Background: an optimization exercise with open tools, aiming at small area. Do not read the settings as production practice.
Only simulation tests tie the RTL to the original design; equivalence was not proved.
The flow treats the clock pin as an ideal source, which a real chip does not have.
Power figures rest on the tool's default switching activity, not on a simulated workload.

**flow/design.v**
```verilog
module nezoba_maptab (
    input  wire        cfg0,      
    input  wire        cfg1,      
    input  wire        cfg2,      
    input  wire        cfg15,     
    input  wire [3:0]  step,
    input  wire [14:0] p,         
    input  wire        tphase,    
    output wire        press,     
    output wire        bad        
);
    wire [15:0] q    = {5'b00000, p[14:4]};         
    wire        s0   = (step == 4'd0);
    wire        s1   = (step == 4'd1);
    wire        s2   = (step == 4'd2);
    wire        s3   = (step == 4'd3);
    wire c0_press  = cfg0 & q[step];
    wire c1_press  = cfg1 & (s0 ? p[8] & tphase :
                             (s1 | s2) ? p[9] :
                             s3 ? p[9] & tphase : 1'b0);
    wire c2_press  = cfg2 & (step == 4'd5) & p[9];
    wire c15_press = cfg15 & s1 & p[1];
    assign press = c0_press | c1_press | c2_press | c15_press;
    assign bad   = cfg15 & ((s0 & p[0]) | (s2 & p[1]));
endmodule
module nezoba_debounce #(
    parameter integer W = 8
) (
    input  wire         clk,
    input  wire         rst,
    input  wire         sample,    
    input  wire [7:0]   raw,
    input  wire         stable,    
    output wire         changed,   
    output reg  [W-1:0] acc
);
    reg [7:0] prev;
    assign changed = (raw != prev);
    wire [7:0] d = raw | {8{rst}};
    always @(posedge clk) begin
        if (rst || sample)
            prev <= d;
        if (rst || (sample && !changed && stable))
            acc <= d[W-1:0];
    end
endmodule
module nezoba_core (
    input  wire        clk,
    input  wire        rst,           
    input  wire [31:0] now,
    output reg  [1:0]  exp_op,
    input  wire [7:0]  exp_data,
    input  wire        exp_done,
    output wire [2:0]  pin_pullup,
    input  wire [2:0]  cfg_pin,
    output reg  [7:0]  evt,
    output reg         evt_valid,
    output wire        halted,
    output wire [1:0]  fault
);
    localparam [3:0] S_INIT  = 4'd0,    
                     S_BRD   = 4'd1,    
                     S_COPY  = 4'd2,    
                     S_BWAIT = 4'd3,    
                     S_TLOAD = 4'd4,    
                     S_CMPT  = 4'd5,    
                     S_CMPA  = 4'd6,    
                     S_CMPB  = 4'd7,    
                     S_RDA   = 4'd8,
                     S_RDB   = 4'd9,
                     S_SYNC  = 4'd10,   
                     S_WALK  = 4'd11,
                     S_DIAG  = 4'd12,
                     S_HALT  = 4'd13;
    reg  [3:0]  st;
    reg  [4:0]  k;
    reg  [31:0] rta, rtb, rtt;       
    reg         cy, gr;              
    reg         fa, fb, ft;          
    reg         tphase;              
    reg         cfg0, cfg1, cfg2, cfg15;
    wire k0   = (k == 5'd0);
    wire k31  = (k == 5'd31);
    wire nowk = now[k];
    reg c5000, c4999, c13299;
    always @(*) begin
        c5000  = 1'b0;
        c4999  = 1'b0;
        c13299 = 1'b0;
        case (k)
            5'd0, 5'd1:                           begin c4999 = 1'b1; c13299 = 1'b1; end
            5'd2:                                 c4999 = 1'b1;
            5'd3:                                 c5000 = 1'b1;
            5'd4, 5'd5, 5'd6, 5'd13:              c13299 = 1'b1;
            5'd7, 5'd8, 5'd9, 5'd12:              begin c5000 = 1'b1; c4999 = 1'b1; c13299 = 1'b1; end
            default: ;
        endcase
    end
    wire boot = (st == S_BWAIT);
    wire x    = boot ? rta[0] : nowk;
    wire y    = (st == S_CMPA) ? rta[0] : (st == S_CMPB) ? rtb[0] : rtt[0];
    wire cst  = boot ? c4999 : (st == S_CMPT) ? c13299 : c5000;
    wire cin  = k0 | cy;
    wire sd   = x ^ ~y ^ cin;
    wire g_nx = (sd != cst) ? sd : (~k0 & gr);
    always @(posedge clk) begin
        cy <= (x & ~y) | (x & cin) | (~y & cin);
        gr <= g_nx;
    end
    wire       smp_a = (st == S_RDA) && exp_done;
    wire       smp_b = (st == S_RDB) && exp_done;
    wire       chg_a, chg_b;
    wire [7:0] acc_a;
    wire [6:0] acc_b;                 
    nezoba_debounce #(.W(8)) u_bank_a (
        .clk(clk), .rst(rst), .sample(smp_a), .raw(exp_data),
        .stable(fa), .changed(chg_a), .acc(acc_a)
    );
    nezoba_debounce #(.W(7)) u_bank_b (
        .clk(clk), .rst(rst), .sample(smp_b), .raw(exp_data),
        .stable(fb), .changed(chg_b), .acc(acc_b)
    );
    wire [14:0] p = ~{acc_b, acc_a};     
    wire walk = (st == S_WALK);
    wire m_press, m_bad;
    nezoba_maptab u_map (
        .cfg0(cfg0), .cfg1(cfg1), .cfg2(cfg2), .cfg15(cfg15),
        .step(k[3:0]), .p(p), .tphase(tphase),
        .press(m_press), .bad(m_bad)
    );
    wire hit_bad = walk && !k[4] && m_bad;
    wire [2:0] n7 = {2'b00, p[0]} + {2'b00, p[1]} + {2'b00, p[2]} + {2'b00, p[4]}
                  + {2'b00, ~p[3]} + {2'b00, ~p[5]} + {2'b00, ~p[10]};
    reg xpos, xneg, ypos, yneg;
    always @(*) begin
        xpos = 1'b0; xneg = 1'b0; ypos = 1'b0; yneg = 1'b0;
        if (cfg0) begin
            xpos = p[3] & ~p[2];
            xneg = p[2] & ~p[3];
            ypos = p[0] & ~p[1];
            yneg = p[1] & ~p[0];
        end
        if (cfg2) begin
            xpos = n7[2];
            xneg = ~n7[2] & ~(n7[1] & n7[0]);
            ypos = p[6] | (p[4] & ~p[5]);
            yneg = ~p[6] & p[5] & ~p[4];
        end
    end
    reg [3:0] dcode;
    always @(*) begin
        case ({xpos, xneg, ypos, yneg})
            4'b0010: dcode = 4'd1;    
            4'b1010: dcode = 4'd2;    
            4'b1000: dcode = 4'd3;    
            4'b1001: dcode = 4'd4;    
            4'b0001: dcode = 4'd5;    
            4'b0101: dcode = 4'd6;    
            4'b0100: dcode = 4'd7;    
            4'b0110: dcode = 4'd8;    
            default: dcode = 4'd0;    
        endcase
    end
    assign pin_pullup = 3'b111;
    assign halted     = (st == S_DIAG) || (st == S_HALT);
    assign fault      = {halted, halted};
    always @(*) begin
        case (st)
            S_INIT:          exp_op = 2'd1;
            S_BRD, S_RDB:    exp_op = 2'd3;
            S_RDA:           exp_op = 2'd2;
            default:         exp_op = 2'd0;
        endcase
    end
    always @(*) begin
        evt_valid = 1'b0;
        evt       = 8'h00;
        case (st)
            S_TLOAD: begin evt_valid = k31; evt = 8'h00; end                
            S_CMPT:  begin evt_valid = k0;  evt = 8'h20; end                
            S_WALK: begin
                if (!k[4]) begin
                    evt_valid = m_press;  evt = {4'h4, k[3:0]};              
                end else if (k[3:1] == 3'b111) begin
                    evt_valid = 1'b1;
                    evt = k[0] ? 8'h80 : {4'h6, dcode};                     
                end
            end
            S_DIAG:  begin evt_valid = 1'b1; evt = 8'hE3; end
            default: ;
        endcase
    end
    wire pl_a = ((st == S_BRD) && exp_done) || (((st == S_COPY) || (st == S_BWAIT)) && k31);
    wire ld_a = walk && fa;
    wire ld_b = walk && fb;
    wire ld_t = (st == S_TLOAD) || (walk && ft);
    always @(posedge clk) begin
        rta <= pl_a ? now : {(ld_a ? nowk : rta[0]), rta[31:1]};
        rtb <= {(ld_b ? nowk : rtb[0]), rtb[31:1]};
        rtt <= {((st == S_COPY) ? rta[0] : ld_t ? nowk : rtt[0]), rtt[31:1]};
    end
    wire cfg_r = ~exp_data[7];
    always @(posedge clk) begin
        if (rst) begin
            st     <= S_INIT;
            k      <= 5'd0;
            tphase <= 1'b0;
            fa     <= 1'b0;
        end else begin
            k <= ((st == S_BRD) && exp_done) ? 5'd0 : k + 5'd1;
            if (smp_a) fa <= chg_a;
            if (smp_b) fb <= chg_b;
            case (st)
                S_INIT:   if (exp_done) st <= S_BRD;
                S_BRD: begin
                    if (exp_done) begin
                        if (fa && cfg_r == fb) begin
                            cfg0  <= (cfg_pin == 3'b111) && !cfg_r;
                            cfg1  <= (cfg_pin == 3'b111) &&  cfg_r;
                            cfg2  <= (cfg_pin == 3'b011) && !cfg_r;
                            cfg15 <= (cfg_pin == 3'b000) &&  cfg_r;
                            st    <= S_TLOAD;
                        end else begin
                            fa <= 1'b1;
                            fb <= cfg_r;
                            st <= S_COPY;
                        end
                    end
                end
                S_COPY:   if (k31) st <= S_BWAIT;
                S_BWAIT:  if (k31 && g_nx) st <= S_BRD;
                S_TLOAD:  if (k31) st <= S_CMPT;
                S_CMPT: begin
                    if (k31) begin
                        ft     <= g_nx;
                        tphase <= tphase ^ g_nx;
                        st     <= S_CMPA;
                    end
                end
                S_CMPA:   if (k31) begin fa <= g_nx; st <= S_CMPB; end
                S_CMPB:   if (k31) begin fb <= g_nx; st <= S_RDA; end
                S_RDA:    if (exp_done) st <= S_RDB;
                S_RDB:    if (exp_done) st <= S_SYNC;
                S_SYNC:   if (k31) st <= S_WALK;
                S_WALK: begin
                    if (hit_bad)  st <= S_DIAG;
                    else if (k31) st <= S_CMPT;
                end
                default:  st <= S_HALT;      
            endcase
        end
    end
endmodule
```
**flow/flow/run.sh**
```bash
#!/bin/bash
# Standard layout, with the smallest buffer on the ports and a lighter clock
# tree: clkbuf_4 leaves without dummy loads, upsized after CTS where a leaf
# drives many flip-flops (flow/post_cts.tcl).
set -euo pipefail
export BUFFER_PORTS_ARGS="-buffer_cell sky130_fd_sc_hd__buf_1"
export CTS_ARGS="-sink_clustering_enable -repair_clock_nets -buf_list sky130_fd_sc_hd__clkbuf_16 -root_buf sky130_fd_sc_hd__clkbuf_16 -dont_use_dummy_load"
export POST_CTS_TCL="$(pwd)/flow/post_cts.tcl"
bash standard.sh > standard.log 2>&1
```
**flow/flow/post_cts.tcl**
```tcl
# After CTS: a leaf clock buffer that drives many flip-flops gets the next
# drive strength, so that every flip-flop clock pin keeps a sharp slew.
set resized 0
foreach inst [get_cells -quiet clkbuf_*] {
  if {[get_property $inst ref_name] != "sky130_fd_sc_hd__clkbuf_4"} { continue }
  set out [get_pins -of_objects $inst -filter "direction==output"]
  set fanout [expr {[llength [get_pins -of_objects [get_nets -of_objects $out]]] - 1}]
  if {$fanout > 9} {
    replace_cell $inst sky130_fd_sc_hd__clkbuf_8
    incr resized
  }
}
puts "post_cts: resized $resized leaf clock buffers"
if {$resized > 0} {
  detailed_placement
  check_placement -verbose
  estimate_parasitics -placement
}
```
**flow/standard.sh**
```bash
#!/bin/bash
# synth_recipe.tcl (not shown) runs the flow's synth.tcl, then flattens the netlist and writes it again
# the make line also repeats each setting of config.mk as NAME=value (left out here)
make -C /OpenROAD-flow-scripts/flow DESIGN_CONFIG=/design/flow/config.mk WORK_HOME=/design/flow/orfs CLKGATE_MAP_FILE= SYNTH_SCRIPT=/design/flow/synth_recipe.tcl "${@:-finish}"
```
**flow/config.mk**
```make
export PLATFORM = sky130hd
export DESIGN_NAME = nezoba_core
export DESIGN_NICKNAME = nezoba_core
export VERILOG_FILES = /design/flow/design.v
export SDC_FILE = /design/flow/constraint.sdc
export NUM_CORES = 4
export LEC_CHECK = 0
export CAP_MARGIN = 20
export CORE_MARGIN = 2
export CORE_UTILIZATION = 40
export CTS_BUF_LIST = sky130_fd_sc_hd__clkbuf_8
export CTS_CLUSTER_DIAMETER = 200
export CTS_CLUSTER_SIZE = 60
export PLACE_DENSITY = 0.6
export SLEW_MARGIN = 20
```
**flow/constraint.sdc**
```tcl
create_clock -name core_clock -period 15.0 [get_ports {clk}]
set_input_delay 3.0000 -clock core_clock [delete_from_list [all_inputs] [get_ports {clk}]]
set_output_delay 3.0000 -clock core_clock [all_outputs]
set_load 0.01 [all_outputs]
```
==> results of run 1 <==
==> per-stage QoR <==
| stage | instance area (um2) | power, mW | hold slack [ns] |
|---|---|---|---|
| 2_1_floorplan | 5980 | 0.708 | 0.310 |
| 3_3_place_gp | 6290 | 0.751 | 0.312 |
| 3_5_place_dp | 6290 | 0.757 | 0.312 |
| 5_1_grt | 6710 | 1.14 | 0.321 |
| 6_report | 6710 | 1.08 | 0.313 |
==> path summary, 6_finish.rpt <==
| check | start | endpoint | cells after the start |
|---|---|---|---|
| worst max register to register | k[0]$_SDFF_PP0_ | st[0]$_SDFFE_PP0P_ | 11 |
| worst min register to register | rtt[1]$_DFF_P_ | rtt[0]$_DFF_P_ | 0 |
| worst max-delay path | u_bank_a.acc[0]$_DFFE_PP_ | evt[0] | 13 |
| worst min-delay path | rtt[1]$_DFF_P_ | rtt[0]$_DFF_P_ | 0 |
==> final cells by class <==
type	instances	area share
multi-input cells	300	0.353
inverters	26	0.0145
well taps	184	0.0343
repair buffers	61	0.0358
clock buffers	17	0.0634
flip-flops and latches	149	0.499
==> kinds of logic (layout without fill, tap and decap cells) <==
logic type                 count (synthesis)  after routing  synth area share
AOI/OAI and AO/OA                         66             66            0.0775
xor gates and xnor gates                  21             21            0.0308
adders and majority gates                 15             15            0.0377
buffers and inverters                     55            104            0.0448
DFF                                      149            149             0.561
muxes                                     62             62             0.124
other                                      2              4           0.00126
and+or+nand+nor                          132            132             0.122
==> per-layer routing <==
metal  vias up  wire length (um)  global-route usage
li1       1857                 -                   -
met1      1788              5680               0.212
met2        90              5140               0.230
met3        23               565              0.0510
met4         0               263              0.0705
met5         -                 0                   0
==> worst max-delay path, cell delays in order, from the launching register on <==
cell and delay (ns):
edfxtp_1 0.38, inv_1 0.09, fa_1 0.53, inv_1 0.05
fa_1 0.50, fa_1 0.17, inv_1 0.05, fa_1 0.48
nand2b_1 0.05, a32oi_1 0.34, nand2_1 0.13, mux2i_1 0.13
o21ai_0 0.14, buf_1 0.17
==> cell usage in the layout, fill, tap and decap left out, types with 6 or more instances in the layout <==
master | Yosys | layout
nor4_1 | 8 | 8
nand2_1 | 27 | 27
dfxtp_1 | 112 | 112
nand3_1 | 12 | 12
mux2_2 | 34 | 34
xor2_1 | 19 | 19
ha_1 | 10 | 10
or2_2 | 11 | 11
clkbuf_16 | 0 | 17
nor2b_1 | 11 | 11
edfxtp_1 | 37 | 37
o21ai_0 | 17 | 17
nand2b_1 | 7 | 7
a21oi_1 | 12 | 12
mux2i_1 | 21 | 21
nor2_1 | 21 | 21
inv_1 | 25 | 25
nor3_1 | 6 | 6
buf_1 | 2 | 58
==> state kept, by name, indices dropped and copies added, names as in the netlist, 4 cells and up, named ones only <==
| name | flops |
|---|---|
| rtb | 32 |
| u_bank_b.acc | 7 |
| u_bank_a.acc | 8 |
| k | 5 |
| u_bank_a.prev | 8 |
| st | 4 |
| u_bank_b.prev | 8 |
| rta | 32 |
| rtt | 32 |
==> power breakdown <==
| group | switching, mW | total, mW | internal, mW |
|---|---|---|---|
| Combinational | 0.104 | 0.214 | 0.110 |
| Sequential | 0.0427 | 0.537 | 0.494 |
| Clock | 0.136 | 0.332 | 0.195 |
| Total | 0.283 | 1.08 | 0.799 |
==> results.yml, run 1 <==
grt:
  grt_pass1_wl_um: 19400
  grt_usage: 0.157
  grt_max_degree: 34
  overflow: 0
  grt_pass1_vias: 3842
  antenna_found_initial: 0
floorplan:
  pin_count: 63
  core_mm2: 0.0146
  start_util: 0.409
  die_x_um: 126
  die_area_mm2: 0.0159
  dieHeight_um: 126
  row_count: 44
logic_synthesis:
  syn_inst: 502
  synth_seq_area_share: 0.561
  synth_common_cells: "dfxtp_1, edfxtp_1, mux2_2, nand2_1, inv_1"
  async_reset_ff_frac: 0
  synth-edff-count: 37
  yosysUniqueCellTypes: 71
  syn_area_per_cell_um2: 11.9
  syn-cell-area_mm2: 0.00597
  synth_area_leaders: "dfxtp_1, edfxtp_1, mux2_2, mux2i_1, xor2_1"
  yosys.area.top_type_share: 0.375
  yosysTopAreaCell: "dfxtp_1"
  yosysWarningCount: 3
  ys_ff_latch: 149
  yosysMostFrequentCell: "dfxtp_1"
  ys.flop_type: "dfxtp_1"
finish:
  post-route-util: 0.460
  diodes: 0
  drive_gt1_frac: 0.145
  num-fill-cells: 1328
  nets: 616
  stdcell_count: 737
  seqCellArea_mm2: 0.00335
  area_delta_synth_final_pct: 12.4
  multi_input_area_mm2: 0.00237
critical_path:
  r2r_slack_ns: 10.84
  crit_arrival_ns: 3.60
  path_class: "reg2out"
  worst-endpoint-required_ns: 12.00
  critPathLaunchType: "flip-flop"
  cp-end-kind: "output port"
  path_max_fanout: 4
power:
  p_per_area_mw_per_mm2: 161
  power_leakage_nw: 2.57
  ir_worst_vdd_mv: 0.101
sta:
  setup_viol: 0
  slew_viol_final: 0
  clock_skew_ns: 0.0160
  period_share: 0.440
  tightest_slew_ns: 0.938
  hold_viol_final: 0
  setup_tns_ns: 0
  min_period_ns: 6.60
  max_freq_mhz: 152
  worst_slack_ns: 8.40
  max-slew-margin-rel: 0.368
  rsz0062_at_grt: "false"
flow_run:
  maxCapViolCount: 0
placed_design:
  dpl.hpwl_um: 8330
  dp.cells: 720
  dp_worst_setup_slack_ns: 8.80
  portBuffers: 58
  gp_congestion: 0.858
drt:
  drtPass1Iterations: 4
  ant_nets: 0
  viasPerCell: 5.10
  via_count: 3758
  finalWirelength_um: 11600
  avgRoutedWirePerCell_um: 15.8
  drc: 0
  first_iter_violations: 264
status:
  status: "timing/DRC/antenna clean"
clock_network:
  clkSinkCount: 149
  worstSkewPairLatency_ns: 0.42
  clk_pin_slew_ns: 0.05
  cts_tree: "done"
min_path:
  worstHoldPathType: "reg2reg"
==> run 2: changes to the inputs <==
==> flow/flow/run.sh (replaced) <==
#!/bin/bash
# Standard layout, with the smallest buffer on the ports and a lighter clock
# tree: clkbuf_4 leaves without dummy loads, upsized after CTS where a leaf
# drives many flip-flops (flow/post_cts.tcl).
set -euo pipefail
export BUFFER_PORTS_ARGS="-buffer_cell sky130_fd_sc_hd__buf_1"
export CTS_ARGS="-sink_clustering_enable -repair_clock_nets -buf_list sky130_fd_sc_hd__clkbuf_4 -root_buf sky130_fd_sc_hd__clkbuf_8 -dont_use_dummy_load -sink_clustering_size 24 -sink_clustering_max_diameter 300 -sink_clustering_levels 1"
export POST_CTS_TCL="$(pwd)/flow/post_cts.tcl"
bash standard.sh > standard.log 2>&1
==> results.yml, run 2 <==
critical_path:
  path_max_fanout: 4
  rr_worst_depth: 11
  timing.rr.end: "st[0]$_SDFFE_PP0P_"
  r2r_start: "k[0]$_SDFF_PP0_"
  crit_arrival_ns: 3.60
  cp-end-kind: "output port"
  critPathLaunchType: "flip-flop"
  worst-endpoint-required_ns: 12.00
  path_class: "reg2out"
  r2r_slack_ns: 10.84
drt:
  first_iter_violations: 235
  viasPerCell: 5.10
  finalWirelength_um: 11600
  avgRoutedWirePerCell_um: 15.7
  drc: 0
  ant_nets: 0
  via_count: 3760
  drtPass1Iterations: 5
finish:
  num-fill-cells: 1355
  area_delta_synth_final_pct: 8.15
  nets: 616
  top_regs: "rta (32), rtb (32), rtt (32)"
  multi_input_area_mm2: 0.00237
  fin_area_mm2: 0.00646
  mostFrequentLayoutCell: "dfxtp_1"
  diodes: 0
  stdcell_count: 737
  seqCellArea_mm2: 0.00335
  drive_gt1_frac: 0.145
  final_cell_mix: "dfxtp_1, buf_1, edfxtp_1"
power:
  power_leakage_nw: 2.46
  ir_worst_vdd_mv: 0.0613
  p_per_area_mw_per_mm2: 145
min_path:
  worstHoldPathType: "reg2reg"
  hold_end: "rtb[0]$_DFF_P_"
  hp-start: "rtb[1]$_DFF_P_"
  hold_depth: 0
sta:
  max-slew-margin-rel: 0.355
  clock_skew_ns: 0.0266
  setup_viol: 0
  min_period_ns: 6.60
  period_share: 0.440
  hold_viol_final: 0
  max_freq_mhz: 152
  tightest_slew_ns: 0.957
  setup_tns_ns: 0
  slew_viol_final: 0
  rsz0062_at_grt: "false"
logic_synthesis:
  synth_top_family_by_area: "multiplexers"
  syn-cell-area_mm2: 0.00597
  yosys.area.top_type_share: 0.375
  synth_seq_area_share: 0.561
  synth-simple-area-share: 0.122
  ys_ff_latch: 149
  synth_area_leaders: "dfxtp_1, edfxtp_1, mux2_2, mux2i_1, xor2_1"
  synth_fa_ha_area_frac: 0.0377
  async_reset_ff_frac: 0
  synthMuxAreaShare: 0.124
  synth_xor_area_frac: 0.0308
  synth-edff-count: 37
  syn_area_per_cell_um2: 11.9
  synth_common_cells: "dfxtp_1, edfxtp_1, mux2_2, nand2_1, inv_1"
  ys.flop_type: "dfxtp_1"
  yosysUniqueCellTypes: 71
  synth-compound-area-share: 0.0775
  yosysTopAreaCell: "dfxtp_1"
  yosysWarningCount: 3
  syn_inst: 502
  yosysMostFrequentCell: "dfxtp_1"
status:
  status: "timing/DRC/antenna clean"
placed_design:
  portBuffers: 58
  dpl.hpwl_um: 8330
  gp_congestion: 0.858
  dp.cells: 720
  dpl-instance-area_mm2: 0.00629
grt:
  antenna_found_initial: 0
  grt_usage: 0.154
  grt_pass1_wl_um: 19200
  grt_max_degree: 34
  grt_pass1_vias: 3844
  overflow: 0
floorplan:
  dieHeight_um: 126
  core_mm2: 0.0146
  die_area_mm2: 0.0159
  pin_count: 63
  start_util: 0.409
  die_x_um: 126
  row_count: 44
flow_run:
  maxCapViolCount: 0
clock_network:
  cts_tree: "done"
  clkSinkCount: 149
  worstSkewPairLatency_ns: 0.42
  clk_pin_slew_ns: 0.10
[run 2: cell counts after synthesis]
Identical to the previous run, type by type.
[run 2: power breakdown]
part           switching (mW)  internal (mW)  total (mW)
combinational           0.104          0.110       0.214
sequential             0.0427          0.493       0.536
clock                   0.116         0.0724       0.188
[run 2: logic make-up after synthesis]
| family | Yosys count |
|---|---|
| AO/OA/AOI/OAI | 66 |
| XOR/XNOR | 21 |
| adder cells (fa/ha/maj) | 15 |
| buffers and inverters | 55 |
| flip-flops | 149 |
| multiplexers | 62 |
| other | 2 |
| AND/OR/NAND/NOR | 132 |
[run 2: stage by stage]
step | utilization | hold WS, ns | setup WS [ns] | total power [mW]
2_1_floorplan | - | 0.310 | 9.00 | 0.708
3_3_place_gp | 0.431 | 0.312 | 8.91 | 0.751
6_report | 0.443 | 0.314 | 8.40 | 0.937
5_1_grt | 0.443 | 0.310 | 8.08 | 0.993
3_5_place_dp | 0.431 | 0.312 | 8.80 | 0.757
[run 2: how the worst max path moves through the flow]
stage          cells after the start                       from     end  slack, ns
3_3_place_gp                      13  u_bank_a.acc[0]$_DFFE_PP_  evt[0]       8.91
5_1_grt                           13  u_bank_a.acc[0]$_DFFE_PP_  evt[0]       8.08
2_1_floorplan                     12  u_bank_a.acc[0]$_DFFE_PP_  evt[0]       9.00
3_5_place_dp                      13  u_bank_a.acc[0]$_DFFE_PP_  evt[0]       8.80
6_report                          13  u_bank_a.acc[0]$_DFFE_PP_  evt[0]       8.40
[run 2: layout make-up]
class,instances,share of cell area
Clock buffer,17,0.0265
Inverter,26,0.0151
Timing Repair Buffer,61,0.0372
Tap cell,184,0.0356
Sequential cell,149,0.519
Multi-Input combinational cell,300,0.366
[run 2: worst max-delay path, cell delays in order (launching register included)]
cell,delay (ns)
edfxtp_1,0.38
inv_1,0.09
fa_1,0.53
inv_1,0.05
fa_1,0.50
fa_1,0.17
inv_1,0.05
fa_1,0.48
nand2b_1,0.05
a32oi_1,0.34
nand2_1,0.13
mux2i_1,0.13
o21ai_0,0.14
buf_1,0.17
[run 2: layer usage]
metal | wire length (um) | track usage
met2 | 5160 | 0.229
met1 | 5670 | 0.211
met5 | 0 | 0
met4 | 230 | 0.0627
met3 | 505 | 0.0425
==> run 3: changes to the inputs <==
==> flow/flow/run.sh (replaced) <==
#!/bin/bash
# Standard layout, with the smallest buffer on the ports and a lighter clock
# tree: clkbuf_4 leaves without dummy loads, upsized after CTS where a leaf
# drives many flip-flops (flow/post_cts.tcl).
set -euo pipefail
export BUFFER_PORTS_ARGS="-buffer_cell sky130_fd_sc_hd__buf_1"
export CTS_ARGS="-sink_clustering_enable -repair_clock_nets -buf_list sky130_fd_sc_hd__clkbuf_4 -root_buf sky130_fd_sc_hd__clkbuf_8 -dont_use_dummy_load"
export POST_CTS_TCL="$(pwd)/flow/post_cts.tcl"
bash standard.sh > standard.log 2>&1
--- a/flow/flow/post_cts.tcl
+++ b/flow/flow/post_cts.tcl
@@ -16,3 +16,36 @@
   check_placement -verbose
   estimate_parasitics -placement
 }
+
+# Area recovery: every combinational cell whose drive is larger than its
+# smallest variant goes back to the smallest one; repair_design then restores
+# drive wherever that breaks a slew or capacitance limit.
+set lib_area {}
+foreach lc [get_lib_cells sky130_fd_sc_hd__tt_025C_1v80/*] {
+  dict set lib_area [get_name $lc] [get_property $lc area]
+}
+set dont_use $::env(DONT_USE_CELLS)
+set downsized 0
+foreach inst [get_cells *] {
+  set m [get_property $inst ref_name]
+  if {![regexp {^(sky130_fd_sc_hd__[a-z0-9]+)_([0-9]+)$} $m - base drv]} { continue }
+  if {[string match "*clk*" $base] || [string match "*df*" $base] || [string match "*buf*" $base] || [string match "*conb*" $base]} { continue }
+  set best $m
+  set best_area [dict get $lib_area $m]
+  dict for {name a} $lib_area {
+    if {[regexp "^${base}_\[0-9\]+\$" $name] && $a < $best_area && [lsearch -exact $dont_use $name] < 0} {
+      set best $name
+      set best_area $a
+    }
+  }
+  if {$best != $m} {
+    replace_cell $inst $best
+    incr downsized
+  }
+}
+puts "post_cts: downsized $downsized cells"
+estimate_parasitics -placement
+repair_design -slew_margin 20 -cap_margin 20
+detailed_placement
+check_placement -verbose
+estimate_parasitics -placement
--- a/flow/config.mk
+++ b/flow/config.mk
@@ -8,8 +8,5 @@
 export CAP_MARGIN = 20
 export CORE_MARGIN = 2
 export CORE_UTILIZATION = 40
-export CTS_BUF_LIST = sky130_fd_sc_hd__clkbuf_8
-export CTS_CLUSTER_DIAMETER = 200
-export CTS_CLUSTER_SIZE = 60
 export PLACE_DENSITY = 0.6
 export SLEW_MARGIN = 20
==> results.yml, run 3 <==
placed_design:
  dpl.hpwl_um: 8330
  dp.cells: 720
  gp_congestion: 0.858
  portBuffers: 58
logic_synthesis:
  yosysMostFrequentCell: "dfxtp_1"
  synth-edff-count: 37
  yosysWarningCount: 3
  synth_area_leaders: "dfxtp_1, edfxtp_1, mux2_2, mux2i_1, xor2_1"
  ys_ff_latch: 149
  syn_inst: 502
  yosys.area.top_type_share: 0.375
  async_reset_ff_frac: 0
  ys.flop_type: "dfxtp_1"
  synth_seq_area_share: 0.561
  syn_area_per_cell_um2: 11.9
  synth_common_cells: "dfxtp_1, edfxtp_1, mux2_2, nand2_1, inv_1"
  syn-cell-area_mm2: 0.00597
  yosysUniqueCellTypes: 71
  yosysTopAreaCell: "dfxtp_1"
floorplan:
  start_util: 0.409
  die_x_um: 126
  pin_count: 63
  row_count: 44
  dieHeight_um: 126
status:
  status: "aborted with a tool error"
  stop_stage: "4_1_cts"
  error: "Error: cts.tcl, 90 key \"sky130_fd_sc_hd__tapvpwrvgnd_1\" not known in dictionary"
clock_network:
  clkSinkCount: 149
==> run 3: cells by family after synthesis <==
kind of cell	Yosys count	synth area share
xor+xnor	21	0.0308
mux	62	0.124
flops	149	0.561
compound gates	66	0.0775
simple gates	132	0.122
buf+inv	55	0.0448
other cells	2	0.00126
fa+ha+maj	15	0.0377
==> run 3: worst max-delay path by stage <==
stage	end	cells after the start
after detailed placement	evt[0]	13
after floorplan	evt[0]	12
after global placement	evt[0]	13
==> run 3: per-stage QoR <==
stage	setup WS, ns	hold slack [ns]	power [mW]	util	instance area (um2)
after detailed placement	8.80	0.312	0.757	0.431	6290
after global placement	8.91	0.312	0.751	0.431	6290
after floorplan	9.00	0.310	0.708	-	5980
==> run 3: power by group through the flow <==
stage	clock (mW)	combinational, mW	sequential, mW
2_1_floorplan	0	0.189	0.519
3_5_place_dp	0	0.213	0.545
3_3_place_gp	0	0.207	0.543
==> run 4: changes to the inputs <==
--- a/flow/flow/post_cts.tcl
+++ b/flow/flow/post_cts.tcl
@@ -30,6 +30,7 @@
   set m [get_property $inst ref_name]
   if {![regexp {^(sky130_fd_sc_hd__[a-z0-9]+)_([0-9]+)$} $m - base drv]} { continue }
   if {[string match "*clk*" $base] || [string match "*df*" $base] || [string match "*buf*" $base] || [string match "*conb*" $base]} { continue }
+  if {![dict exists $lib_area $m]} { continue }
   set best $m
   set best_area [dict get $lib_area $m]
   dict for {name a} $lib_area {
==> results.yml, run 4 <==
min_path:
  worstHoldPathType: "reg2reg"
logic_synthesis:
  yosysMostFrequentCell: "dfxtp_1"
  yosysWarningCount: 3
  yosysTopAreaCell: "dfxtp_1"
  synth_area_leaders: "dfxtp_1, edfxtp_1, mux2_2, mux2i_1, xor2_1"
  ys.flop_type: "dfxtp_1"
  yosysUniqueCellTypes: 71
  syn_inst: 502
  synth-edff-count: 37
  syn_area_per_cell_um2: 11.9
  ys_ff_latch: 149
  async_reset_ff_frac: 0
  synth_seq_area_share: 0.561
  syn-cell-area_mm2: 0.00597
  yosys.area.top_type_share: 0.375
  synth_common_cells: "dfxtp_1, edfxtp_1, mux2_2, nand2_1, inv_1"
grt:
  antenna_found_initial: 0
  grt_usage: 0.154
  overflow: 0
  gr-max-usage-layer: "met2"
  grt_pass1_wl_um: 19200
  use_met1: 0.212
  grt_max_degree: 34
  grt_pass1_vias: 3835
  gr-usage-met2: 0.229
  grtUsageMet3: 0.0425
sta:
  slew_viol_final: 0
  clock_skew_ns: 0.0279
  setup_viol: 0
  tightest_slew_ns: 0.959
  max_freq_mhz: 151
  setup_tns_ns: 0
  min_period_ns: 6.60
  holdWs_ns: 0.312
  hold_viol_final: 0
  max-slew-margin-rel: 0.354
  rsz0062_at_grt: "false"
  period_share: 0.440
floorplan:
  pin_count: 63
  row_count: 44
  die_area_mm2: 0.0159
  start_util: 0.409
  core_mm2: 0.0146
  die_x_um: 126
  dieHeight_um: 126
finish:
  area_delta_synth_final_pct: 7.42
  post-route-util: 0.440
  num-fill-cells: 1362
  diodes: 0
  drive_gt1_frac: 0.134
  final_cell_mix: "dfxtp_1, buf_1, edfxtp_1"
  seqCellArea_mm2: 0.00335
  nets: 616
  fin_area_mm2: 0.00642
  mostFrequentLayoutCell: "dfxtp_1"
  top_regs: "rta (32), rtb (32), rtt (32)"
  multi_input_area_mm2: 0.00232
  stdcell_count: 737
drt:
  via_count: 3753
  viasPerCell: 5.09
  drtPass1Iterations: 4
  finalWirelength_um: 11600
  ant_nets: 0
  drc: 0
  first_iter_violations: 240
  avgRoutedWirePerCell_um: 15.7
critical_path:
  cp.buffers_inverters: 4
  cpPeakStageDelay_ns: 0.53
  path_max_fanout: 4
  crit_family: "adder cells"
  worst-endpoint-required_ns: 12.00
  path_class: "reg2out"
  critPathLaunchType: "flip-flop"
  crit_path_top_delay_cell: "fa_1"
  cp-end-kind: "output port"
  crit_path_frequent_cell: "fa_1"
  worstPathCellList: "inv_1 > fa_1 > inv_1 > fa_1 > fa_1 > inv_1 > fa_1 > nand2b_1 > a32oi_1 > nand2_1 > mux2i_1 > o21ai_0 > buf_1"
  crit_arrival_ns: 3.60
power:
  clkPwrFrac: 0.202
  p_sw_frac: 0.280
  combPwrFrac: 0.224
  ir_worst_vdd_mv: 0.0615
  power_leakage_nw: 2.43
  seq_power_share: 0.574
  power.switching_mw: 0.261
  intPower_mw: 0.673
  p_per_area_mw_per_mm2: 146
flow_run:
  maxCapViolCount: 0
clock_network:
  clkSinkCount: 149
  cts_tree: "done"
  worstSkewPairLatency_ns: 0.43
  clk_pin_slew_ns: 0.10
placed_design:
  dp.cells: 720
  dpl-instance-area_mm2: 0.00629
  portBuffers: 58
  gp_congestion: 0.858
  dpl.hpwl_um: 8330
status:
  status: "timing/DRC/antenna clean"
run 4: per-layer routing:
metal / up-vias / routed length (um) / share of wire
li1: 1858 / - / -
met1: 1793 / 5700 / 0.49
met2: 83 / 5100 / 0.44
met3: 19 / 535 / 0.046
met4: 0 / 243 / 0.021
met5: - / 0 / 0
run 4: through the flow:
stage	worst slack, ns	power (mW)
after floorplan	9.00	0.708
after global placement	8.91	0.751
after detailed placement	8.80	0.757
after global routing	8.08	0.989
final	8.40	0.934
run 4: area by class of cell:
cell class	instances	share of cell area
Inverter	26	0.0152
Multi-Input combinational cell	300	0.362
Timing Repair Buffer	61	0.0374
Clock buffer	17	0.0267
Tap cell	184	0.0359
Sequential cell	149	0.523
run 4: worst paths after layout:
check,slack (ns),cells after the start,endpoint,startpoint
setup reg to reg,10.79,11,st[0]$_SDFFE_PP0P_,k[0]$_SDFF_PP0_
hold reg to reg,0.31,0,rtb[0]$_DFF_P_,rtb[1]$_DFF_P_
setup / recovery,8.40,13,evt[0],u_bank_a.acc[0]$_DFFE_PP_
hold / removal,0.31,0,rtb[0]$_DFF_P_,rtb[1]$_DFF_P_
run 4: kinds of logic after synthesis:
family,synth area share
adder cells (fa/ha/maj),0.0377
AO/OA/AOI/OAI,0.0775
buffers and inverters,0.0448
AND/OR/NAND/NOR,0.122
other,0.00126
XOR/XNOR,0.0308
flip-flops,0.561
multiplexers,0.124
run 4: power groups by stage:
stage / logic, mW / clock network (mW) / registers, mW
2_1_floorplan: 0.189 / 0 / 0.519
3_3_place_gp: 0.207 / 0 / 0.543
3_5_place_dp: 0.213 / 0 / 0.545
5_1_grt: 0.233 / 0.210 / 0.546
6_report: 0.210 / 0.189 / 0.536
==> run 5: changes to the inputs <==
==> flow/flow/run.sh (replaced) <==
#!/bin/bash
# Standard layout, with the smallest buffer on the ports and a lighter clock
# tree: clkbuf_4 leaves without dummy loads, upsized after CTS where a leaf
# drives many flip-flops, and combinational cells brought back to their
# smallest drive where limits allow (flow/post_cts.tcl).
set -euo pipefail
export BUFFER_PORTS_ARGS="-buffer_cell sky130_fd_sc_hd__buf_1"
export CTS_ARGS="-sink_clustering_enable -repair_clock_nets -buf_list sky130_fd_sc_hd__clkbuf_4 -root_buf sky130_fd_sc_hd__clkbuf_8 -dont_use_dummy_load"
export POST_CTS_TCL="$(pwd)/flow/post_cts.tcl"
bash standard.sh > standard.log 2>&1
==> results.yml, run 5 <==
floorplan:
  die_area_mm2: 0.0159
  pin_count: 63
  row_count: 44
  start_util: 0.409
  die_x_um: 126
  dieHeight_um: 126
  core_mm2: 0.0146
sta:
  holdWs_ns: 0.312
  slew_viol_final: 0
  tightest_slew_ns: 0.959
  setup_tns_ns: 0
  hold_viol_final: 0
  period_share: 0.440
  max-slew-margin-rel: 0.354
  clock_skew_ns: 0.0279
  max_freq_mhz: 151
  worst_slack_ns: 8.40
  rsz0062_at_grt: "false"
  min_period_ns: 6.60
  setup_viol: 0
power:
  p_per_area_mw_per_mm2: 146
  clkPwrFrac: 0.202
  intPower_mw: 0.673
  seq_power_share: 0.574
  power.switching_mw: 0.261
  power_leakage_nw: 2.43
  ir_worst_vdd_mv: 0.0615
  p_sw_frac: 0.280
  combPwrFrac: 0.224
logic_synthesis:
  yosysTopAreaCell: "dfxtp_1"
  syn_area_per_cell_um2: 11.9
  synth-edff-count: 37
  syn_inst: 502
  synth_common_cells: "dfxtp_1, edfxtp_1, mux2_2, nand2_1, inv_1"
  ys.flop_type: "dfxtp_1"
  async_reset_ff_frac: 0
  syn-cell-area_mm2: 0.00597
  yosysUniqueCellTypes: 71
  yosysWarningCount: 3
  synth_area_leaders: "dfxtp_1, edfxtp_1, mux2_2, mux2i_1, xor2_1"
  synth_seq_area_share: 0.561
  ys_ff_latch: 149
  yosys.area.top_type_share: 0.375
  yosysMostFrequentCell: "dfxtp_1"
drt:
  drtPass1Iterations: 4
  avgRoutedWirePerCell_um: 15.7
  drc: 0
  viasPerCell: 5.09
  via_count: 3753
  finalWirelength_um: 11600
  first_iter_violations: 240
  ant_nets: 0
finish:
  area_delta_synth_final_pct: 7.42
  final_cell_mix: "dfxtp_1, buf_1, edfxtp_1"
  post-route-util: 0.440
  diodes: 0
  stdcell_count: 737
  drive_gt1_frac: 0.134
  mostFrequentLayoutCell: "dfxtp_1"
  top_regs: "rta (32), rtb (32), rtt (32)"
  nets: 616
clock_network:
  clk_pin_slew_ns: 0.10
  cts_tree: "done"
  worstSkewPairLatency_ns: 0.43
  clkSinkCount: 149
placed_design:
  dpl.hpwl_um: 8330
  dp_worst_setup_slack_ns: 8.80
  portBuffers: 58
  gp_congestion: 0.858
  dp.cells: 720
grt:
  antenna_found_initial: 0
  grt_pass1_vias: 3835
  grt_usage: 0.154
  grt_max_degree: 34
  grt_pass1_wl_um: 19200
  overflow: 0
min_path:
  worstHoldPathType: "reg2reg"
critical_path:
  path_max_fanout: 4
  crit_path_top_delay_cell: "fa_1"
  worst-endpoint-required_ns: 12.00
  cpPeakStageDelay_ns: 0.53
  crit_path_frequent_cell: "fa_1"
  worstPathCellList: "inv_1 > fa_1 > inv_1 > fa_1 > fa_1 > inv_1 > fa_1 > nand2b_1 > a32oi_1 > nand2_1 > mux2i_1 > o21ai_0 > buf_1"
  crit_arrival_ns: 3.60
  path_class: "reg2out"
  critPathLaunchType: "flip-flop"
  cp-end-kind: "output port"
flow_run:
  maxCapViolCount: 0
status:
  status: "timing/DRC/antenna clean"
==> run 5: final cells by class <==
class / count / area, um2
sequential: 149 / 3350
fill: 1362 / 8170
tap: 184 / 230
multi-input combinational: 300 / 2320
inverter: 26 / 97.6
clock buffer: 17 / 171
timing repair buffer: 61 / 240
==> run 5: worst max-delay path, delay by kind of cell, from the launching register on <==
family | cells | cell delay, ns
compound gates | 2 | 0.48
fa+ha+maj | 4 | 1.68
buf+inv | 4 | 0.36
flops | 1 | 0.38
mux | 1 | 0.13
simple gates | 2 | 0.18
==> run 5: layer usage <==
layer,global-route usage,vias to the layer above,wire (um)
met3,0.0425,19,535
met4,0.0627,0,243
met5,0,-,0
met1,0.212,1793,5700
li1,-,1858,-
met2,0.229,83,5100
==> run 5: final timing paths <==
path / from / cells after the start / end / slack [ns]
worst max-delay path: u_bank_a.acc[0]$_DFFE_PP_ / 13 / evt[0] / 8.40
worst min-delay path: rtb[1]$_DFF_P_ / 0 / rtb[0]$_DFF_P_ / 0.31
worst max register to register: k[0]$_SDFF_PP0_ / 11 / st[0]$_SDFFE_PP0P_ / 10.79
worst min register to register: rtb[1]$_DFF_P_ / 0 / rtb[0]$_DFF_P_ / 0.31
==> run 5: cells by family after synthesis <==
kind of cell | Yosys count | share of synthesized area
flip-flops | 149 | 0.561
AND/OR/NAND/NOR | 132 | 0.122
AO/OA/AOI/OAI | 66 | 0.0775
multiplexers | 62 | 0.124
buffers and inverters | 55 | 0.0448
XOR/XNOR | 21 | 0.0308
adder cells (fa/ha/maj) | 15 | 0.0377
other | 2 | 0.00126
==> run 5: power groups by stage <==
stage	Combinational (mW)	Clock, mW	Sequential (mW)
2_1_floorplan	0.189	0	0.519
3_3_place_gp	0.207	0	0.543
3_5_place_dp	0.213	0	0.545
5_1_grt	0.233	0.210	0.546
6_report	0.210	0.189	0.536
==> run 5: stage by stage <==
stage | instance area [um2] | total power, mW
final | 6420 | 0.934
after global routing | 6420 | 0.989
after detailed placement | 6290 | 0.757
after global placement | 6290 | 0.751
after floorplan | 5980 | 0.708
==> run 6: changes to the inputs <==
--- a/flow/config.mk
+++ b/flow/config.mk
@@ -5,6 +5,7 @@
 export SDC_FILE = /design/flow/constraint.sdc
 export NUM_CORES = 4
 export LEC_CHECK = 0
+export ABC_AREA = 1
 export CAP_MARGIN = 20
 export CORE_MARGIN = 2
 export CORE_UTILIZATION = 40
==> results.yml, run 6 <==
critical_path:
  cpPeakStageDelay_ns: 0.54
  critPathLaunchType: "flip-flop"
  path_class: "reg2out"
  crit_path_top_delay_cell: "fa_1"
  worst-endpoint-required_ns: 12.00
  worstPathCellList: "inv_1 > fa_1 > inv_1 > fa_1 > fa_1 > inv_1 > fa_1 > inv_1 > nor2_1 > o21ai_0 > inv_1 > nor2_1 > a21oi_1 > o221ai_1 > buf_1"
  path_max_fanout: 3
  crit_arrival_ns: 3.78
  cp-end-kind: "output port"
  crit_path_frequent_cell: "inv_1"
placed_design:
  gp_congestion: 0.884
  dpl.hpwl_um: 9020
  portBuffers: 58
  dpl-instance-area_mm2: 0.00629
sta:
  clock_skew_ns: 0.0312
  max-slew-margin-rel: 0.293
  setup_viol: 0
  hold_viol_final: 0
  tightest_slew_ns: 1.05
  min_period_ns: 6.78
  period_share: 0.452
  max_freq_mhz: 147
  slew_viol_final: 0
  rsz0062_at_grt: "false"
  setup_tns_ns: 0
power:
  ir_worst_vdd_mv: 0.0581
  p_per_area_mw_per_mm2: 154
  power_leakage_nw: 2.61
clock_network:
  worstSkewPairLatency_ns: 0.42
  clk_pin_slew_ns: 0.08
  cts_tree: "done"
  clkSinkCount: 149
floorplan:
  core_mm2: 0.0146
  pin_count: 63
  die_area_mm2: 0.0160
  row_count: 44
  die_x_um: 126
  dieHeight_um: 126
  start_util: 0.411
logic_synthesis:
  yosysUniqueCellTypes: 46
  synth_area_leaders: "dfxtp_1, edfxtp_1, nand2_1, mux2_1, inv_1"
  yosysTopAreaCell: "dfxtp_1"
  yosys.area.top_type_share: 0.374
  ys_ff_latch: 149
  yosysWarningCount: 3
  synth-edff-count: 37
  async_reset_ff_frac: 0
  yosysMostFrequentCell: "dfxtp_1"
  syn_inst: 608
  syn_area_per_cell_um2: 9.86
  synth_common_cells: "dfxtp_1, nand2_1, inv_1, nor2_1, edfxtp_1"
  ys.flop_type: "dfxtp_1"
  synth_seq_area_share: 0.559
  syn-cell-area_mm2: 0.00600
finish:
  diodes: 0
  drive_gt1_frac: 0.0543
  area_delta_synth_final_pct: 6.16
  nets: 726
  final_cell_mix: "dfxtp_1, nand2_1, nor2_1"
  top_regs: "rta (32), rtb (32), rtt (32)"
  mostFrequentLayoutCell: "dfxtp_1"
  fin_area_mm2: 0.00636
flow_run:
  maxCapViolCount: 0
grt:
  overflow: 0
  antenna_found_initial: 0
  grt_usage: 0.161
  grt_max_degree: 34
  grt_pass1_wl_um: 20200
  grt_pass1_vias: 4107
status:
  status: "timing/DRC/antenna clean"
min_path:
  worstHoldPathType: "reg2reg"
drt:
  finalWirelength_um: 12300
  viasPerCell: 4.92
  via_count: 4169
  drtPass1Iterations: 6
  ant_nets: 0
  avgRoutedWirePerCell_um: 14.5
  drc: 0
  first_iter_violations: 308
## run 6: worst paths after layout
kind | from | end | slack, ns | depth (start not counted)
worst min register to register | rtb[19]$_DFF_P_ | rtb[18]$_DFF_P_ | 0.31 | 0
worst min-delay path | rtb[19]$_DFF_P_ | rtb[18]$_DFF_P_ | 0.31 | 0
worst max-delay path | u_bank_a.acc[0]$_DFFE_PP_ | evt[1] | 8.22 | 15
worst max register to register | k[0]$_SDFF_PP0_ | st[1]$_SDFFE_PP0P_ | 11.18 | 16
## run 6: area by class of cell
type                       count  area, um2
fill                        1441       8220
sequential                   149       3350
multi-input combinational    372       2140
inverter                      66        249
tap                          184        230
timing repair buffer          59        223
clock buffer                  17        171
## run 6: cells by family after synthesis
kind of cell	synth area share
simple gates	0.179
flops	0.559
buf+inv	0.0691
compound gates	0.0707
mux	0.0582
xor+xnor	0.0248
fa+ha+maj	0.0376
other cells	0.00125
## run 6: through the flow
step / worst slack (ns) / utilization / hold WS, ns / instances / power [mW]
after global placement: 8.76 / 0.431 / 0.313 / 829 / 0.805
after global routing: 7.83 / 0.436 / 0.324 / 847 / 1.05
after floorplan: 8.92 / - / 0.310 / 610 / 0.752
after detailed placement: 8.63 / 0.431 / 0.312 / 829 / 0.811
final: 8.22 / 0.436 / 0.313 / 847 / 0.979
## run 6: metal layers
| metal | vias to the layer above | GRT usage | share of wire |
|---|---|---|---|
| met5 | - | 0 | 0 |
| met3 | 6 | 0.0493 | 0.057 |
| li1 | 2095 | - | - |
| met2 | 104 | 0.259 | 0.46 |
| met4 | 0 | 0.0452 | 0.0050 |
| met1 | 1964 | 0.210 | 0.48 |
## run 6: worst max-delay path: cells and delay by family (launching register included)
family	cells	cell delay [ns]
buffers and inverters	6	0.55
AND/OR/NAND/NOR	2	0.18
adder cells (fa/ha/maj)	4	1.80
flip-flops	1	0.36
AO/OA/AOI/OAI	3	0.47
## run 6: power by group
part | total (mW) | internal (mW) | leakage (nW) | switching [mW]
sequential | 0.553 | 0.511 | 1.27 | 0.0419
clock | 0.187 | 0.0724 | 0.0963 | 0.115
combinational | 0.239 | 0.0966 | 1.24 | 0.142
total | 0.979 | 0.680 | 2.61 | 0.299
==> run 7: changes to the inputs <==
==> flow/flow/run.sh (replaced) <==
#!/bin/bash
# Standard layout, with the smallest buffer on the ports and a lighter clock
# tree: clkbuf_4 leaves without dummy loads, upsized after CTS where a leaf
# drives many flip-flops (flow/post_cts.tcl).
set -euo pipefail
export BUFFER_PORTS_ARGS="-buffer_cell sky130_fd_sc_hd__buf_1"
export CTS_ARGS="-sink_clustering_enable -repair_clock_nets -buf_list sky130_fd_sc_hd__clkbuf_4 -root_buf sky130_fd_sc_hd__clkbuf_8 -dont_use_dummy_load"
export POST_CTS_TCL="$(pwd)/flow/post_cts.tcl"
bash standard.sh > standard.log 2>&1
--- a/flow/flow/post_cts.tcl
+++ b/flow/flow/post_cts.tcl
@@ -29,7 +29,7 @@
 foreach inst [get_cells *] {
   set m [get_property $inst ref_name]
   if {![regexp {^(sky130_fd_sc_hd__[a-z0-9]+)_([0-9]+)$} $m - base drv]} { continue }
-  if {[string match "*clk*" $base] || [string match "*df*" $base] || [string match "*buf*" $base] || [string match "*conb*" $base]} { continue }
+  if {[string match "*clk*" $base] || [string match "*df*" $base] || [string match "*conb*" $base]} { continue }
   if {![dict exists $lib_area $m]} { continue }
   set best $m
   set best_area [dict get $lib_area $m]
--- a/flow/config.mk
+++ b/flow/config.mk
@@ -5,7 +5,6 @@
 export SDC_FILE = /design/flow/constraint.sdc
 export NUM_CORES = 4
 export LEC_CHECK = 0
-export ABC_AREA = 1
 export CAP_MARGIN = 20
 export CORE_MARGIN = 2
 export CORE_UTILIZATION = 40
==> results.yml, run 7 <==
grt:
  grt_max_degree: 32
  overflow: 0
  grt_pass1_vias: 3833
  grt_usage: 0.154
  antenna_found_initial: 0
  grt_pass1_wl_um: 19200
logic_synthesis:
  syn_area_per_cell_um2: 11.9
  yosysUniqueCellTypes: 71
  ys_ff_latch: 149
  yosys.area.top_type_share: 0.375
  yosysWarningCount: 3
  synth_common_cells: "dfxtp_1, edfxtp_1, mux2_2, nand2_1, inv_1"
  synth_seq_area_share: 0.561
  synth_area_leaders: "dfxtp_1, edfxtp_1, mux2_2, mux2i_1, xor2_1"
  yosysTopAreaCell: "dfxtp_1"
  syn_inst: 502
  yosysMostFrequentCell: "dfxtp_1"
  async_reset_ff_frac: 0
  ys.flop_type: "dfxtp_1"
  synth-edff-count: 37
  syn-cell-area_mm2: 0.00597
finish:
  nets: 617
  final_cell_mix: "dfxtp_1, buf_1, edfxtp_1"
  area_delta_synth_final_pct: 7.60
  seqCellArea_mm2: 0.00335
  num-fill-cells: 1361
  diodes: 0
  mostFrequentLayoutCell: "dfxtp_1"
  multi_input_area_mm2: 0.00232
  top_regs: "rta (32), rtb (32), rtt (32)"
  drive_gt1_frac: 0.134
  post-route-util: 0.441
  fin_area_mm2: 0.00643
  stdcell_count: 738
clock_network:
  cts_tree: "done"
  clkSinkCount: 149
  worstSkewPairLatency_ns: 0.43
  clk_pin_slew_ns: 0.10
drt:
  drc: 0
  finalWirelength_um: 11600
  avgRoutedWirePerCell_um: 15.7
  ant_nets: 0
  first_iter_violations: 270
  drtPass1Iterations: 4
  via_count: 3746
  viasPerCell: 5.08
sta:
  hold_viol_final: 0
  min_period_ns: 6.60
  tightest_slew_ns: 0.959
  max-slew-margin-rel: 0.354
  worst_slack_ns: 8.40
  setup_viol: 0
  max_freq_mhz: 152
  holdWs_ns: 0.312
  rsz0062_at_grt: "false"
  setup_tns_ns: 0
  clock_skew_ns: 0.0289
  period_share: 0.440
  slew_viol_final: 0
critical_path:
  path_class: "reg2out"
  cp-end-kind: "output port"
  worst-endpoint-required_ns: 12.00
  crit_arrival_ns: 3.60
  critPathLaunchType: "flip-flop"
  path_max_fanout: 4
power:
  power.switching_mw: 0.261
  clkPwrFrac: 0.201
  ir_worst_vdd_mv: 0.0550
  combPwrFrac: 0.226
  p_per_area_mw_per_mm2: 146
  power_mw: 0.936
  intPower_mw: 0.675
  p_sw_frac: 0.279
  power_leakage_nw: 2.44
  seq_power_share: 0.572
placed_design:
  dpl.hpwl_um: 8330
  dp.cells: 720
  gp_congestion: 0.858
  dpl-instance-area_mm2: 0.00629
  portBuffers: 58
  dp_worst_setup_slack_ns: 8.80
floorplan:
  start_util: 0.409
  pin_count: 63
  die_area_mm2: 0.0159
  die_x_um: 126
  row_count: 44
  core_mm2: 0.0146
  dieHeight_um: 126
flow_run:
  maxCapViolCount: 0
min_path:
  worstHoldPathType: "reg2reg"
status:
  status: "timing/DRC/antenna clean"
run 7: worst paths after layout:
kind	from	endpoint	cells after the start	slack (ns)
max	u_bank_a.acc[0]$_DFFE_PP_	evt[0]	13	8.40
min	rtb[1]$_DFF_P_	rtb[0]$_DFF_P_	0	0.31
max reg2reg	k[0]$_SDFF_PP0_	st[0]$_SDFFE_PP0P_	11	10.56
min reg2reg	rtb[1]$_DFF_P_	rtb[0]$_DFF_P_	0	0.31
run 7: cell families (layout without fill, tap and decap cells):
| group | count (synthesis) | in the layout | share of synthesized area |
|---|---|---|---|
| flip-flops | 149 | 149 | 0.561 |
| XOR/XNOR | 21 | 21 | 0.0308 |
| other | 2 | 4 | 0.00126 |
| adder cells (fa/ha/maj) | 15 | 15 | 0.0377 |
| buffers and inverters | 55 | 105 | 0.0448 |
| multiplexers | 62 | 62 | 0.124 |
| AO/OA/AOI/OAI | 66 | 66 | 0.0775 |
| AND/OR/NAND/NOR | 132 | 132 | 0.122 |
run 7: per-layer routing:
| metal | up-vias | global-route usage | share of wire |
|---|---|---|---|
| met2 | 86 | 0.229 | 0.44 |
| met5 | - | 0 | 0 |
| li1 | 1850 | - | - |
| met3 | 19 | 0.0425 | 0.050 |
| met1 | 1791 | 0.211 | 0.49 |
| met4 | 0 | 0.0627 | 0.020 |
run 7: critical path, cell delays in order (launching register included):
cell and delay (ns):
edfxtp_1 0.38, inv_1 0.09, fa_1 0.53, inv_1 0.05
fa_1 0.50, fa_1 0.17, inv_1 0.05, fa_1 0.47
nand2b_1 0.05, a32oi_1 0.34, nand2_1 0.13, mux2i_1 0.13
o21ai_0 0.14, buf_1 0.17
run 7: area by class of cell:
cell class	instances	area share
clock buffers	17	0.0267
well taps	184	0.0358
repair buffers	62	0.0391
inverters	26	0.0152
flip-flops and latches	149	0.522
multi-input cells	300	0.361
run 7: power by group through the flow:
stage                     Combinational, mW  Sequential [mW]  Clock (mW)
after floorplan                       0.189            0.519           0
after global placement                0.207            0.543           0
after detailed placement              0.213            0.545           0
after global routing                  0.236            0.546       0.210
final                                 0.212            0.536       0.189
==> run 8: changes to the inputs <==
--- a/flow/design.v
+++ b/flow/design.v
@@ -129,38 +129,23 @@
         .press(m_press), .bad(m_bad)
     );
     wire hit_bad = walk && !k[4] && m_bad;
-    wire [2:0] n7 = {2'b00, p[0]} + {2'b00, p[1]} + {2'b00, p[2]} + {2'b00, p[4]}
-                  + {2'b00, ~p[3]} + {2'b00, ~p[5]} + {2'b00, ~p[10]};
-    reg xpos, xneg, ypos, yneg;
-    always @(*) begin
-        xpos = 1'b0; xneg = 1'b0; ypos = 1'b0; yneg = 1'b0;
-        if (cfg0) begin
-            xpos = p[3] & ~p[2];
-            xneg = p[2] & ~p[3];
-            ypos = p[0] & ~p[1];
-            yneg = p[1] & ~p[0];
-        end
-        if (cfg2) begin
-            xpos = n7[2];
-            xneg = ~n7[2] & ~(n7[1] & n7[0]);
-            ypos = p[6] | (p[4] & ~p[5]);
-            yneg = ~p[6] & p[5] & ~p[4];
-        end
-    end
-    reg [3:0] dcode;
-    always @(*) begin
-        case ({xpos, xneg, ypos, yneg})
-            4'b0010: dcode = 4'd1;    
-            4'b1010: dcode = 4'd2;    
-            4'b1000: dcode = 4'd3;    
-            4'b1001: dcode = 4'd4;    
-            4'b0001: dcode = 4'd5;    
-            4'b0101: dcode = 4'd6;    
-            4'b0100: dcode = 4'd7;    
-            4'b0110: dcode = 4'd8;    
-            default: dcode = 4'd0;    
-        endcase
-    end
+    wire h0 = ~p[3], h1 = ~p[5], h2 = ~p[10];
+    wire s1 = p[0] ^ p[1] ^ p[2];
+    wire c1 = (p[0] & p[1]) | (p[0] & p[2]) | (p[1] & p[2]);
+    wire s2 = p[4] ^ h0 ^ h1;
+    wire c2 = (p[4] & h0) | (p[4] & h1) | (h0 & h1);
+    wire s3 = s1 ^ s2 ^ h2;
+    wire c3 = (s1 & s2) | (s1 & h2) | (s2 & h2);
+    wire [2:0] n7 = {(c1 & c2) | (c1 & c3) | (c2 & c3), c1 ^ c2 ^ c3, s3};
+    wire xpos = (cfg0 & p[3] & ~p[2]) | (cfg2 & n7[2]);
+    wire xneg = (cfg0 & p[2] & ~p[3]) | (cfg2 & ~n7[2] & ~(n7[1] & n7[0]));
+    wire ypos = (cfg0 & p[0] & ~p[1]) | (cfg2 & (p[6] | (p[4] & ~p[5])));
+    wire yneg = (cfg0 & p[1] & ~p[0]) | (cfg2 & ~p[6] & p[5] & ~p[4]);
+    wire [3:0] dcode;
+    assign dcode[3] = xneg & ypos;
+    assign dcode[2] = yneg | (xneg & ~ypos);
+    assign dcode[1] = (xpos & ~yneg) | (xneg & ~ypos);
+    assign dcode[0] = (~xpos & ~xneg & (ypos | yneg)) | (~ypos & ~yneg & (xpos | xneg));
     assign pin_pullup = 3'b111;
     assign halted     = (st == S_DIAG) || (st == S_HALT);
     assign fault      = {halted, halted};
@@ -172,23 +157,16 @@
             default:         exp_op = 2'd0;
         endcase
     end
+    wire is_walk = (st == S_WALK), is_diag = (st == S_DIAG), is_cmpt = (st == S_CMPT);
+    wire tail_c  = k[4] & k[0];        
     always @(*) begin
-        evt_valid = 1'b0;
-        evt       = 8'h00;
-        case (st)
-            S_TLOAD: begin evt_valid = k31; evt = 8'h00; end                
-            S_CMPT:  begin evt_valid = k0;  evt = 8'h20; end                
-            S_WALK: begin
-                if (!k[4]) begin
-                    evt_valid = m_press;  evt = {4'h4, k[3:0]};              
-                end else if (k[3:1] == 3'b111) begin
-                    evt_valid = 1'b1;
-                    evt = k[0] ? 8'h80 : {4'h6, dcode};                     
-                end
-            end
-            S_DIAG:  begin evt_valid = 1'b1; evt = 8'hE3; end
-            default: ;
-        endcase
+        evt_valid = ((st == S_TLOAD) & k31) | (is_cmpt & k0) | is_diag
+                  | (is_walk & (k[4] ? (k[3:1] == 3'b111) : m_press));
+        evt[7]    = is_diag | (is_walk & tail_c);
+        evt[6]    = is_diag | (is_walk & ~tail_c);
+        evt[5]    = is_diag | is_cmpt | (is_walk & k[4] & ~k[0]);
+        evt[4]    = 1'b0;
+        evt[3:0]  = is_diag ? 4'd3 : ~is_walk ? 4'd0 : ~k[4] ? k[3:0] : k[0] ? 4'd0 : dcode;
     end
     wire pl_a = ((st == S_BRD) && exp_done) || (((st == S_COPY) || (st == S_BWAIT)) && k31);
     wire ld_a = walk && fa;
==> flow/flow/run.sh (replaced) <==
#!/bin/bash
# Standard layout, with the smallest buffer on the ports and a lighter clock
# tree: clkbuf_4 leaves without dummy loads, upsized after CTS where a leaf
# drives many flip-flops, and combinational cells brought back to their
# smallest drive where limits allow (flow/post_cts.tcl).
set -euo pipefail
export BUFFER_PORTS_ARGS="-buffer_cell sky130_fd_sc_hd__buf_1"
export CTS_ARGS="-sink_clustering_enable -repair_clock_nets -buf_list sky130_fd_sc_hd__clkbuf_4 -root_buf sky130_fd_sc_hd__clkbuf_8 -dont_use_dummy_load"
export POST_CTS_TCL="$(pwd)/flow/post_cts.tcl"
bash standard.sh > standard.log 2>&1
--- a/flow/flow/post_cts.tcl
+++ b/flow/flow/post_cts.tcl
@@ -29,7 +29,7 @@
 foreach inst [get_cells *] {
   set m [get_property $inst ref_name]
   if {![regexp {^(sky130_fd_sc_hd__[a-z0-9]+)_([0-9]+)$} $m - base drv]} { continue }
-  if {[string match "*clk*" $base] || [string match "*df*" $base] || [string match "*conb*" $base]} { continue }
+  if {[string match "*clk*" $base] || [string match "*df*" $base] || [string match "*buf*" $base] || [string match "*conb*" $base]} { continue }
   if {![dict exists $lib_area $m]} { continue }
   set best $m
   set best_area [dict get $lib_area $m]
--- a/flow/config.mk
+++ b/flow/config.mk
@@ -5,6 +5,7 @@
 export SDC_FILE = /design/flow/constraint.sdc
 export NUM_CORES = 4
 export LEC_CHECK = 0
+export ABC_AREA = 1
 export CAP_MARGIN = 20
 export CORE_MARGIN = 2
 export CORE_UTILIZATION = 40
==> results.yml, run 8 <==
status:
  status: "timing/DRC/antenna clean"
sta:
  worst_slack_ns: 8.67
  max_freq_mhz: 158
  setup_tns_ns: 0
  holdWs_ns: 0.308
  tightest_slew_ns: 0.850
  slew_viol_final: 0
  clock_skew_ns: 0.0345
  min_period_ns: 6.33
  rsz0062_at_grt: "false"
  setup_viol: 0
  hold_viol_final: 0
  max-slew-margin-rel: 0.433
  period_share: 0.422
finish:
  fin_area_mm2: 0.00625
  stdcell_count: 874
  diodes: 0
  final_cell_mix: "nand2_1, dfxtp_1, buf_1"
  area_delta_synth_final_pct: 7.39
  nets: 748
  drive_gt1_frac: 0.0565
  mostFrequentLayoutCell: "nand2_1"
  top_regs: "rta (32), rtb (32), rtt (32)"
  post-route-util: 0.435
logic_synthesis:
  yosysUniqueCellTypes: 38
  synth_area_leaders: "dfxtp_1, edfxtp_1, nand2_1, inv_1, o21ai_0"
  synth-edff-count: 37
  synth-compound-area-share: 0.0905
  async_reset_ff_frac: 0
  syn_inst: 635
  synth_xor_area_frac: 0.0271
  synth-simple-area-share: 0.209
  synth_fa_ha_area_frac: 0.0279
  syn-cell-area_mm2: 0.00582
  ys_ff_latch: 149
  syn_area_per_cell_um2: 9.17
  ys.flop_type: "dfxtp_1"
  yosysTopAreaCell: "dfxtp_1"
  yosysWarningCount: 3
  synth_common_cells: "nand2_1, dfxtp_1, inv_1, nor2_1"
  synthMuxAreaShare: 0.00172
  synth_top_family_by_area: "simple AND/OR/NAND/NOR gates"
  yosysMostFrequentCell: "nand2_1"
  yosys.area.top_type_share: 0.385
  synth_seq_area_share: 0.576
critical_path:
  worstPathCellList: "fa_1 > fa_1 > fa_1 > o211ai_1 > o31ai_1 > nor2_1 > a21oi_1 > o21ai_0 > a31oi_1 > buf_1"
  crit_family: "adder cells"
  cp-end-kind: "output port"
  cpPeakStageDelay_ns: 0.54
  crit_path_top_delay_cell: "fa_1"
  worst-endpoint-required_ns: 12.00
  r2r_slack_ns: 11.18
  path_max_fanout: 4
  cp.buffers_inverters: 1
  r2r_start: "k[0]$_SDFF_PP0_"
  path_class: "reg2out"
  crit_arrival_ns: 3.33
  rr_worst_depth: 17
  critPathLaunchType: "flip-flop"
  crit_path_frequent_cell: "fa_1"
  timing.rr.end: "st[3]$_SDFFE_PP0P_"
floorplan:
  dieHeight_um: 125
  row_count: 44
  die_area_mm2: 0.0155
  die_x_um: 125
  core_mm2: 0.0144
  pin_count: 63
  start_util: 0.405
power:
  power_mw: 0.845
  power_leakage_nw: 2.59
  ir_worst_vdd_mv: 0.0494
  p_per_area_mw_per_mm2: 135
grt:
  grt_pass1_wl_um: 20300
  grt_max_degree: 46
  overflow: 0
  antenna_found_initial: 0
  grt_pass1_vias: 4121
  grt_usage: 0.165
drt:
  via_count: 4282
  avgRoutedWirePerCell_um: 14.2
  drtPass1Iterations: 5
  viasPerCell: 4.90
  drc: 0
  finalWirelength_um: 12400
  ant_nets: 0
  first_iter_violations: 269
clock_network:
  worstSkewPairLatency_ns: 0.43
  clkSinkCount: 149
  cts_tree: "done"
  clk_pin_slew_ns: 0.08
min_path:
  worstHoldPathType: "reg2reg"
  hp-start: "rtt[13]$_DFF_P_"
  hold_depth: 0
  hold_end: "rtt[12]$_DFF_P_"
placed_design:
  dpl-instance-area_mm2: 0.00615
  portBuffers: 58
  dpl.hpwl_um: 9140
  dp.cells: 857
  dp_worst_setup_slack_ns: 9.14
  gp_congestion: 0.884
flow_run:
  maxCapViolCount: 0
[run 8: cell types whose count changed after synthesis, moves of 11 or more]
cell,delta
inv_1,+28
mux2_2,-34
mux2i_1,-20
nand2_1,+123
nand3_1,+22
nor2_1,+17
nor2b_1,-11
o21ai_0,+20
o21ai_1,+16
[run 8: worst max-delay path by stage]
stage          slack [ns]                 startpoint  cells past startpoint      to
2_1_floorplan        9.49  u_bank_a.acc[0]$_DFFE_PP_                      9  evt[0]
3_3_place_gp         9.17  u_bank_a.acc[0]$_DFFE_PP_                     10  evt[0]
3_5_place_dp         9.14  u_bank_a.acc[0]$_DFFE_PP_                     10  evt[0]
5_1_grt              8.48  u_bank_a.acc[0]$_DFFE_PP_                     10  evt[0]
6_report             8.67  u_bank_a.acc[0]$_DFFE_PP_                     10  evt[0]
[run 8: kinds of logic after synthesis]
group,after synthesis
AO/OA/AOI/OAI,96
adder cells (fa/ha/maj),10
AND/OR/NAND/NOR,271
buffers and inverters,88
XOR/XNOR,18
other,2
flip-flops,149
multiplexers,1
[run 8: per-layer routing]
layer / up-vias / wire (um) / global-route usage
li1: 2164 / - / -
met1: 1989 / 5930 / 0.208
met2: 107 / 5660 / 0.264
met3: 22 / 532 / 0.0490
met4: 0 / 297 / 0.0668
met5: - / 0 / 0
[run 8: area by class of cell]
| class | count | area (um2) |
|---|---|---|
| Timing Repair Buffer | 61 | 240 |
| Tap cell | 184 | 230 |
| Clock buffer | 17 | 184 |
| Inverter | 63 | 236 |
| Fill cell | 1399 | 8120 |
| Multi-Input combinational cell | 400 | 2010 |
| Sequential cell | 149 | 3350 |
[run 8: worst reg2reg max path, delay by kind of cell, from the launching register on]
kind	cells	cell delay (ns)
adder cells (fa/ha/maj)	2	0.75
flip-flops	1	0.64
AND/OR/NAND/NOR	11	1.45
buffers and inverters	4	0.85
[run 8: report_power, final]
group,internal [mW],switching [mW]
sequential,0.479,0.0289
combinational,0.0536,0.0912
clock,0.0778,0.115
total,0.610,0.235

static timing again, ports no longer ideal:
The flow's constraints put no driver on any port. The routed layouts listed below were extracted and timed again, unchanged, in two steps.
Step 1: set_driving_cell puts a clkbuf_16 on clk and a buf_2 on each other input, an assumption about the parent block.
Step 2 times the ports against the registers' clock, not the clock port: input delays grow and output delays shrink by t, the midpoint of the rising clock arrivals with the driver on.
Slacks: ideal ports / drivers / drivers and shift; pairs: ideal ports / drivers.
| run | t, ns | setup WS [ns] | hold WS [ns] | clock arrival spread, ns | slew at the worst register clock pin (ns) |
|---|---|---|---|---|---|
| run 1 | 0.461 | 8.402 / 8.363 / 8.823 | 0.313 / 0.313 / 0.313 | 0.026 / 0.027 | 0.07 / 0.07 |
| run 2 | 0.445 | 8.400 / 8.364 / 8.808 | 0.314 / 0.314 / 0.314 | 0.031 / 0.031 | 0.10 / 0.10 |
| run 4 | 0.446 | 8.397 / 8.362 / 8.808 | 0.312 / 0.312 / 0.312 | 0.031 / 0.030 | 0.10 / 0.10 |
| run 5 | 0.446 | 8.397 / 8.362 / 8.808 | 0.312 / 0.312 / 0.312 | 0.031 / 0.030 | 0.10 / 0.10 |
| run 6 | 0.436 | 8.216 / 8.181 / 8.617 | 0.313 / 0.313 / 0.313 | 0.038 / 0.038 | 0.10 / 0.10 |
| run 7 | 0.448 | 8.401 / 8.366 / 8.811 | 0.312 / 0.312 / 0.312 | 0.032 / 0.032 | 0.10 / 0.10 |
| run 8 | 0.449 | 8.668 / 8.637 / 9.086 | 0.308 / 0.308 / 0.308 | 0.035 / 0.035 | 0.10 / 0.10 |
After both steps setup and hold are still met in every run listed.
